From an optimization exercise on the open Yosys and OpenROAD flow, aimed at small area, a short achievable clock period and few clock cycles; shortcuts taken in it are not production practice. Function was checked by simulation only, so behaviour that the tests miss may differ from the original. Power and IR drop assume default switching activity.

== maple ==
Design fu64, start of the top module:
module fu64 (
    input  wire        clk,
    input  wire        rst,
    input  wire        flush,
    input  wire        in_valid,
    output wire        in_ready,
    input  wire [4:0]  in_op,
    input  wire [63:0] in_a,
    input  wire [63:0] in_b,
    input  wire [19:0] in_imm,
    input  wire [63:0] in_pc,
    output wire        out_valid,
    input  wire        out_ready,
    output wire [63:0] out_result,
    output wire        out_taken,
    output wire        out_fault,
    output wire        out_div0
);
    localparam OP_ADD  = 5'd0,  OP_SUB  = 5'd1,  OP_AND  = 5'd2,  OP_OR   = 5'd3;
    localparam OP_XOR  = 5'd4,  OP_SLL  = 5'd5,  OP_SRL  = 5'd6,  OP_SRA  = 5'd7;
    localparam OP_MUL  = 5'd8,  OP_DIV  = 5'd9,  OP_DIVU = 5'd10, OP_REM  = 5'd11;
    localparam OP_REMU = 5'd12, OP_ADDI = 5'd13, OP_ANDI = 5'd14, OP_ORI  = 5'd15;
    localparam OP_XORI = 5'd16, OP_SLLI = 5'd17, OP_SRLI = 5'd18, OP_SRAI = 5'd19;
    localparam OP_LD   = 5'd20, OP_SD   = 5'd21, OP_BEQ  = 5'd22, OP_BNE  = 5'd23;
    localparam OP_BLT  = 5'd24, OP_BGE  = 5'd25, OP_LUI  = 5'd26, OP_JAL  = 5'd27;
    reg         x_v;
    reg  [63:0] A, B, P;
    reg  [11:0] I;
    reg         k_add, k_log, k_sh, k_br, k_mul, k_div;
    reg         l_x, l_g;        
    reg         sh_left, sh_arith;
    reg  [1:0]  brt;             
    reg         add_sub;         
    reg         add_zx;          
    reg         one0, two0, neg0, one1, two1, neg1;    
    reg         d_signed, d_rem;
    reg         s_abs, s_lzc, s_algn, s_iter, s_fin;    
    reg  [6:0]  cnt;
    reg  [6:0]  lzq_a, lzq_b;   
    reg         xl_q;            
  ...
Size in the first run: about 6000 cells after synthesis, about 330 flip-flops, about 48000 µm² of cells after synthesis.
export LEC_CHECK = 0
export CAP_MARGIN = 20
export CORE_MARGIN = 2
export CORE_UTILIZATION = 35
export PLACE_DENSITY = 0.55
export SETUP_SLACK_MARGIN = 5
export SLEW_MARGIN = 20
export TNS_END_PERCENT = 0
create_clock -name core_clock -period 9.0 [get_ports {clk}]
run.sh (not shown) runs the stock make flow with config.mk's settings and CLKGATE_MAP_FILE= SYNTH_SCRIPT=/design/flow/synth_recipe.tcl, a recipe that flattens the netlist after the stock synthesis.
maple closes out successfully: all stages finished, all timing, DRC and antenna checks passed.
Testbench counts of maple, summed over its fixed seeds: cycles 17,679.
For quartz, these inputs were changed with respect to maple:
--- a/flow/design.v
+++ b/flow/design.v
@@ -47,16 +47,20 @@
 endmodule
 module fu64_add64 (
     input  wire [63:0] a,
     input  wire [63:0] b,
     input  wire        ci,
     output wire [63:0] s,
-    output wire        co
+    output wire        co,
+    output wire [63:0] px,       
+    output wire [63:0] gx        
 );
     wire [63:0] p0 = a ^ b;
     wire [63:0] g0 = (a & b) | {63'd0, p0[0] & ci};
+    assign px = p0;
+    assign gx = a & b;
     wire [63:0] g1 = g0 | (p0 & {g0[62:0], 1'b0});
     wire [63:0] p1 = p0 & {p0[62:0], 1'b1};
     wire [63:0] g2 = g1 | (p1 & {g1[61:0], 2'b0});
     wire [63:0] p2 = p1 & {p1[61:0], 2'b11};
     wire [63:0] g3 = g2 | (p2 & {g2[59:0], 4'b0});
     wire [63:0] p3 = p2 & {p2[59:0], 4'hf};
@@ -155,25 +159,27 @@
                         i_lui ? {imm64[51:0], 12'd0} :
                         i_jal ? 64'd4 :
                         mul_swap ? in_a : {in_b[63:1], in_b[0] | (i_div && i_bz)};
     wire [63:0] add_x = add_zx ? 64'd0 : A;
     wire [63:0] add_y = add_sub ? ~B : B;
     wire [64:0] sum;
-    fu64_add64 u_add (.a(add_x), .b(add_y), .ci(add_sub), .s(sum[63:0]), .co(sum[64]));
-    wire [63:0] log_res = ((A ^ B) & {64{l_x}}) | ((A & B) & {64{l_g}});
+    wire [63:0] add_p, add_g;
+    fu64_add64 u_add (.a(add_x), .b(add_y), .ci(add_sub), .s(sum[63:0]), .co(sum[64]),
+                      .px(add_p), .gx(add_g));
+    wire [63:0] log_res = (add_p & {64{l_x}}) | (add_g & {64{l_g}});
     function [63:0] rev64(input [63:0] v);
         integer i;
         for (i = 0; i < 64; i = i + 1) rev64[i] = v[63 - i];
     endfunction
     wire [63:0] sh_src = s_algn ? rev64(B) : (sh_left ? rev64(A) : A);
     wire [5:0]  sh_amt = s_algn ? lz_d[5:0] : B[5:0];
     wire        sh_fill = sh_arith && A[63];
     wire [127:0] sh_ext = {{64{sh_fill}}, sh_src} >> sh_amt;
     wire [63:0] sh_r   = sh_ext[63:0];
     wire [63:0] sh_res = (sh_left || s_algn) ? rev64(sh_r) : sh_r;
-    wire        br_eq = (A == B);
+    wire        br_eq = &add_p;
     wire        br_lt = (A[63] != B[63]) ? A[63] : sum[63];
     wire        br_tk = (brt == 2'd0) ? br_eq :
                         (brt == 2'd1) ? !br_eq :
                         (brt == 2'd2) ? br_lt : !br_lt;
     wire [13:0] tl_t  = {1'b0, P[12:0]} + {1'b0, I, 1'b0};
     wire [13:0] tl_n  = {1'b0, P[12:0]} + 14'd4;
@@ -200,13 +206,15 @@
     wire [63:0] m1   = ({64{one1}} & A) | ({64{two1}} & A2);
     wire [63:0] pp1  = {m1[61:0], 2'b00} ^ {64{neg1}};
     wire [63:0] cs_s = P ^ pp0 ^ pp1;
     wire [63:0] cs_c = {(P[62:0] & pp0[62:0]) | (P[62:0] & pp1[62:0]) | (pp0[62:0] & pp1[62:0]), neg1};
     wire [63:0] mul_acc;
     wire        mul_co;
-    fu64_add64 u_cpa (.a(cs_s), .b(cs_c), .ci(neg0), .s(mul_acc), .co(mul_co));
+    wire [63:0] mul_p, mul_g;
+    fu64_add64 u_cpa (.a(cs_s), .b(cs_c), .ci(neg0), .s(mul_acc), .co(mul_co),
+                      .px(mul_p), .gx(mul_g));
     wire        mul_last_nx = (&B[63:7]) || (~|B[63:7]);
     wire        mul_last_in = (&b_in[63:3]) || (~|b_in[63:3]);
     wire        ovf    = d_signed && (A == 64'h8000000000000000) && (&B);
     wire [6:0]  lz_a, lz_b;
     fu64_lzc64 u_lza (.x(A), .n(lz_a));
     fu64_lzc64 u_lzb (.x(B), .n(lz_b));
## What came out
Taking maple as the reference point, the total power density per cell area of quartz rises by 19 nW/µm².
Higher area overhead of the layout relative to synthesis among quartz and maple: maple
Taking maple as the reference, in quartz part of the power in registers now sits lower, power picked up an extra 7.1%, wire length of the first global-routing pass fell 2.0%, final worst setup slack down 400 ps, slew at the pin with the worst max-slew slack increased by 180 ps relative to the old numbers.
Compared with maple, in quartz adder and majority cell fraction of the synthesized area decreased 1.5 points, clock share of power decreased 3.0 points.
The post-CTS setup-driven buffer insertion count in quartz sits 46 below the value recorded for maple.
Testbench counts of quartz, summed over its fixed seeds: cycles 17,679.

[port drivers added, routing unchanged]
Ports are ideal in the flow. The routed layouts listed here were re-timed in OpenROAD. Step 1 assumes that a clkbuf_16 drives the clock port and a buf_2 every other input. Step 2 times the ports against the registers' clock, not the clock port: input delays grow and output delays shrink by t, the midpoint of the rising clock arrivals with the driver on. Slacks: ideal ports / drivers / drivers and shift; pairs: ideal ports / drivers.
run	shift t [ns]	slack for setup (ns)	hold slack, ns
maple	0.755	3.676 / 3.676 / 3.107	0.463 / 0.463 / 0.463
quartz	0.759	3.280 / 3.280 / 2.718	0.470 / 0.470 / 0.470
After both steps every run listed still meets setup and hold. The setup slack of maple, which loses most, moves by 0.000 ns with the drivers and by -0.569 ns with both steps.
